This is an optimization exercise on Yosys and OpenROAD, whose aim is small area, a short achievable clock period and few clock cycles, not a production implementation.
In this exercise RTL edits were held to simulation tests only and were not proved equivalent to the original.
Power is estimated from default activity; no workload was simulated.

## run a
## pect
module pect (
  input  wire        clk,
  input  wire        rst,
  input  wire [1:0]  edge_valid,
  input  wire [1:0]  edge_rise,
  input  wire [15:0] edge_ts0,
  input  wire [15:0] edge_ts1,
  input  wire        tick,
  input  wire        host_valid,
  input  wire        host_write,
  input  wire [8:0]  host_addr,
  input  wire [31:0] host_wdata,
  output wire        host_ready,
  output reg         host_done,
  output wire [31:0] host_rdata,
  output wire [1:0]  arm_pol,
  output wire [1:0]  pwm_out
);
  localparam S_IDLE = 2'd0, S_EXEC = 2'd1;
  reg  [1:0]  state;
  reg         xcnt;         
  reg         illegal;
  reg  [6:0]  rd_widx;      
  reg  [15:0] op_imm;       
  reg         op_ch;
  wire        acc      = host_valid && host_ready;
  wire [6:0]  widx     = host_addr[8:2];
  wire        a_ch0    = (widx[6:5] == 2'b01);
  wire        a_ch1    = (widx[6:5] == 2'b10);
  wire [4:0]  roff     = widx[4:0];
  function [7:0] dec;        
    input [31:0] w;
    reg r0, i0, ch;
    reg [3:0] op;
    begin
      op = w[31:28]; ch = w[27];
      r0 = (w[26:16] == 11'd0); i0 = (w[15:0] == 16'd0);
      dec[6] = op == 4'h0 && !ch && i0;
      dec[5] = op == 4'h3 && i0;
      dec[4] = op == 4'h9 && i0;
      dec[3] = op == 4'h4 && i0;
      dec[2] = op == 4'h5;
      dec[1] = op == 4'h6 && i0;
      dec[0] = op == 4'h7;
      dec[7] = r0 && (dec[6:0] != 7'd0);
    end
  endfunction
  wire [7:0]  fd       = dec(host_wdata);
  wire        f_ch     = host_wdata[27];
  wire        f_cmd    = acc && host_write && (widx == 7'd0) && fd[7];
  reg  [7:0]  sd;                    
  wire        s_ch     = op_ch;
  wire        s_on     = (state == S_EXEC);
  wire        s_cmd    = s_on;
  wire        ch_state  [0:1];
  wire        ch_primed [0:1];
  wire        ch_valid  [0:1];
  wire [15:0] ch_rise   [0:1];
  wire [15:0] ch_fall   [0:1];
  wire [15:0] ch_dh     [0:1];
  ...
Settings: LEC_CHECK=0, ABC_CLOCK_PERIOD_IN_PS=3500, CAP_MARGIN=30, CORE_MARGIN=2, CORE_UTILIZATION=40, SLEW_MARGIN=30, SYNTH_MEMORY_MAX_BITS=16384; clock period 18.0 ns.
run.sh (not shown) runs the stock make flow with config.mk's settings and CLKGATE_MAP_FILE= SYNTH_SCRIPT=/design/flow/synth_recipe.tcl, a recipe that flattens the netlist after the stock synthesis.
In summary, run a completed successfully, with a layout that passed the timing, design-rule and antenna checks.
Testbench counts of run a, summed over its fixed seeds: cycles 11,978.
#### Input delta (run b over run a)
--- a/flow/design.v
+++ b/flow/design.v
@@ -728,31 +728,31 @@
   input  wire [1:0]  edge_valid,
   input  wire [1:0]  edge_rise,
   input  wire [15:0] edge_ts0,
   input  wire [15:0] edge_ts1,
   input  wire        tick,
   input  wire        host_valid,
   input  wire        host_write,
   input  wire [8:0]  host_addr,
   input  wire [31:0] host_wdata,
   output wire        host_ready,
   output reg         host_done,
-  output wire [31:0] host_rdata,
+  output reg  [31:0] host_rdata,
   output wire [1:0]  arm_pol,
   output wire [1:0]  pwm_out
 );
-  localparam S_IDLE = 2'd0, S_EXEC = 2'd1;
+  localparam S_IDLE = 2'd0, S_EXEC = 2'd1, S_RDW = 2'd2;
   reg  [1:0]  state;
   reg         xcnt;         
   reg         illegal;
-  reg  [6:0]  rd_widx;      
+  reg         op_rch;       
   reg  [15:0] op_imm;       
   reg         op_ch;
   wire        acc      = host_valid && host_ready;
   wire [6:0]  widx     = host_addr[8:2];
   wire        a_ch0    = (widx[6:5] == 2'b01);
   wire        a_ch1    = (widx[6:5] == 2'b10);
   wire [4:0]  roff     = widx[4:0];
   function [7:0] dec;        
     input [31:0] w;
     reg r0, i0, ch;
     reg [3:0] op;
@@ -932,63 +932,72 @@
       assign rv[c*18+8]  = {{16{ch_mean[c][15]}}, ch_mean[c]};
       assign rv[c*18+9]  = {29'd0, ch_wptr[c]};
       assign rv[c*18+10] = {{16{ch_win0[c][15]}}, ch_win0[c]};
       assign rv[c*18+11] = {{16{ch_win1[c][15]}}, ch_win1[c]};
       assign rv[c*18+12] = {{16{ch_win2[c][15]}}, ch_win2[c]};
       assign rv[c*18+13] = {{16{ch_win3[c][15]}}, ch_win3[c]};
       assign rv[c*18+14] = {{16{ch_win4[c][15]}}, ch_win4[c]};
       assign rv[c*18+15] = {ch_clamp[c], ch_div0[c]};
       assign rv[c*18+16] = {{7{ch_ht[c][8]}}, ch_ht[c], {7{lt9[8]}}, lt9};
       assign rv[c*18+17] = {23'd0, ch_pwm[c], 1'b0, ch_cnt[c]};
       for (k = 0; k < 18; k = k + 1) begin : g_hit
-        assign hit[c*18+k] = (rd_widx == 7'd32 + 7'd32 * c + k);
+        assign hit[c*18+k] = (widx == 7'd32 + 7'd32 * c + k);
       end
     end
   endgenerate
   reg [31:0] rd;
   integer j;
   always @* begin
-    rd = {31'd0, (rd_widx == 7'd1) && illegal};
+    rd = {31'd0, (widx == 7'd1) && illegal};
     for (j = 0; j < 36; j = j + 1)
       rd = rd | (rv[j] & {32{hit[j]}});
   end
   assign host_ready = (state == S_IDLE);
-  assign host_rdata = rd;
+  wire   rd_wait    = !host_write && (a_ch0 || a_ch1) && (roff == 5'd8) && ch_md[a_ch1];
   always @(posedge clk) begin
     if (rst) begin
       state      <= S_IDLE;
       xcnt       <= 1'b0;
       illegal    <= 1'b0;
-      rd_widx    <= 7'd0;
+      op_rch     <= 1'b0;
       op_imm     <= 16'd0;
       op_ch      <= 1'b0;
       sd         <= 8'd0;
       host_done  <= 1'b0;
+      host_rdata <= 32'd0;
     end else begin
       host_done <= 1'b0;
       if (s_cmd && !sd[7])
         illegal <= 1'b1;
       else if (w_acc && widx == 7'd1 && host_wdata[0])
         illegal <= 1'b0;
       if (state == S_IDLE) begin
         xcnt <= 1'b0;
         if (acc) begin
-          if (!host_write)
-            rd_widx  <= widx;
+          host_rdata <= rd;
+          op_rch     <= a_ch1;
           op_imm     <= host_wdata[15:0];
           op_ch      <= host_wdata[27];
           sd         <= fd;
-          if (!host_write || widx != 7'd0 || f_go)
+          if (rd_wait)
+            state <= S_RDW;
+          else if (!host_write || widx != 7'd0 || f_go)
             host_done <= 1'b1;
           else
             state <= S_EXEC;
         end
+      end else if (state == S_RDW) begin
+        if (!ch_md[op_rch]) begin
+          host_rdata <= {{16{ch_mean[op_rch][15]}}, ch_mean[op_rch]};
+          host_done  <= 1'b1;
+          state      <= S_IDLE;
+        end
       end else begin
         xcnt <= 1'b1;
         if (s_fin) begin
           host_done <= 1'b1;
           state     <= S_IDLE;
         end
       end
     end
   end
 endmodule
--- outcome ---
- From run b to run a, final setup violation count did not move at all.
- Run b reports a higher part of the total power dissipated in combinational logic than run a does.
- Looking at total net switching power across both flows, run b is the weaker of the two, with run a ahead.
- Ratio of total power to cell area, run b and run a: higher on run b
- Re global-route met2 utilization: run b and run a aren't equal, and the lower value belongs to run a.
- Compared with run a, run b shows a overall power of the completed layout that is 2.3% higher.
Testbench counts of run b, summed over its fixed seeds: cycles 11,978.

[separate check: timing with driven ports]
The results above use ideal ports. As a check the final layouts listed here were re-extracted and re-timed, cells and wires unchanged.
Step 1: set_driving_cell puts a clkbuf_16 on clk and a buf_2 on each other input, an assumption about the parent block.
Step 2 times the ports against the registers' clock, not the clock port: input delays grow and output delays shrink by t, the midpoint of the rising clock arrivals with the driver on.
Slacks: ideal / step 1 / step 2; pairs: ideal / step 1.
| run | t (ns) | setup slack, ns | slew at the worst register clock pin (ns) | worst slew at a driven data input, ns |
|---|---|---|---|---|
| run a | 0.916 | 9.080 / 8.982 / 9.175 | 0.07 / 0.07 | 0.22 |
| run b | 0.927 | 9.790 / 9.790 / 9.168 | 0.09 / 0.09 | 0.31 |
After both steps every run listed still meets setup and hold. The setup slack of run b, which loses most, moves by 0.000 ns with the drivers and by -0.622 ns with both steps.
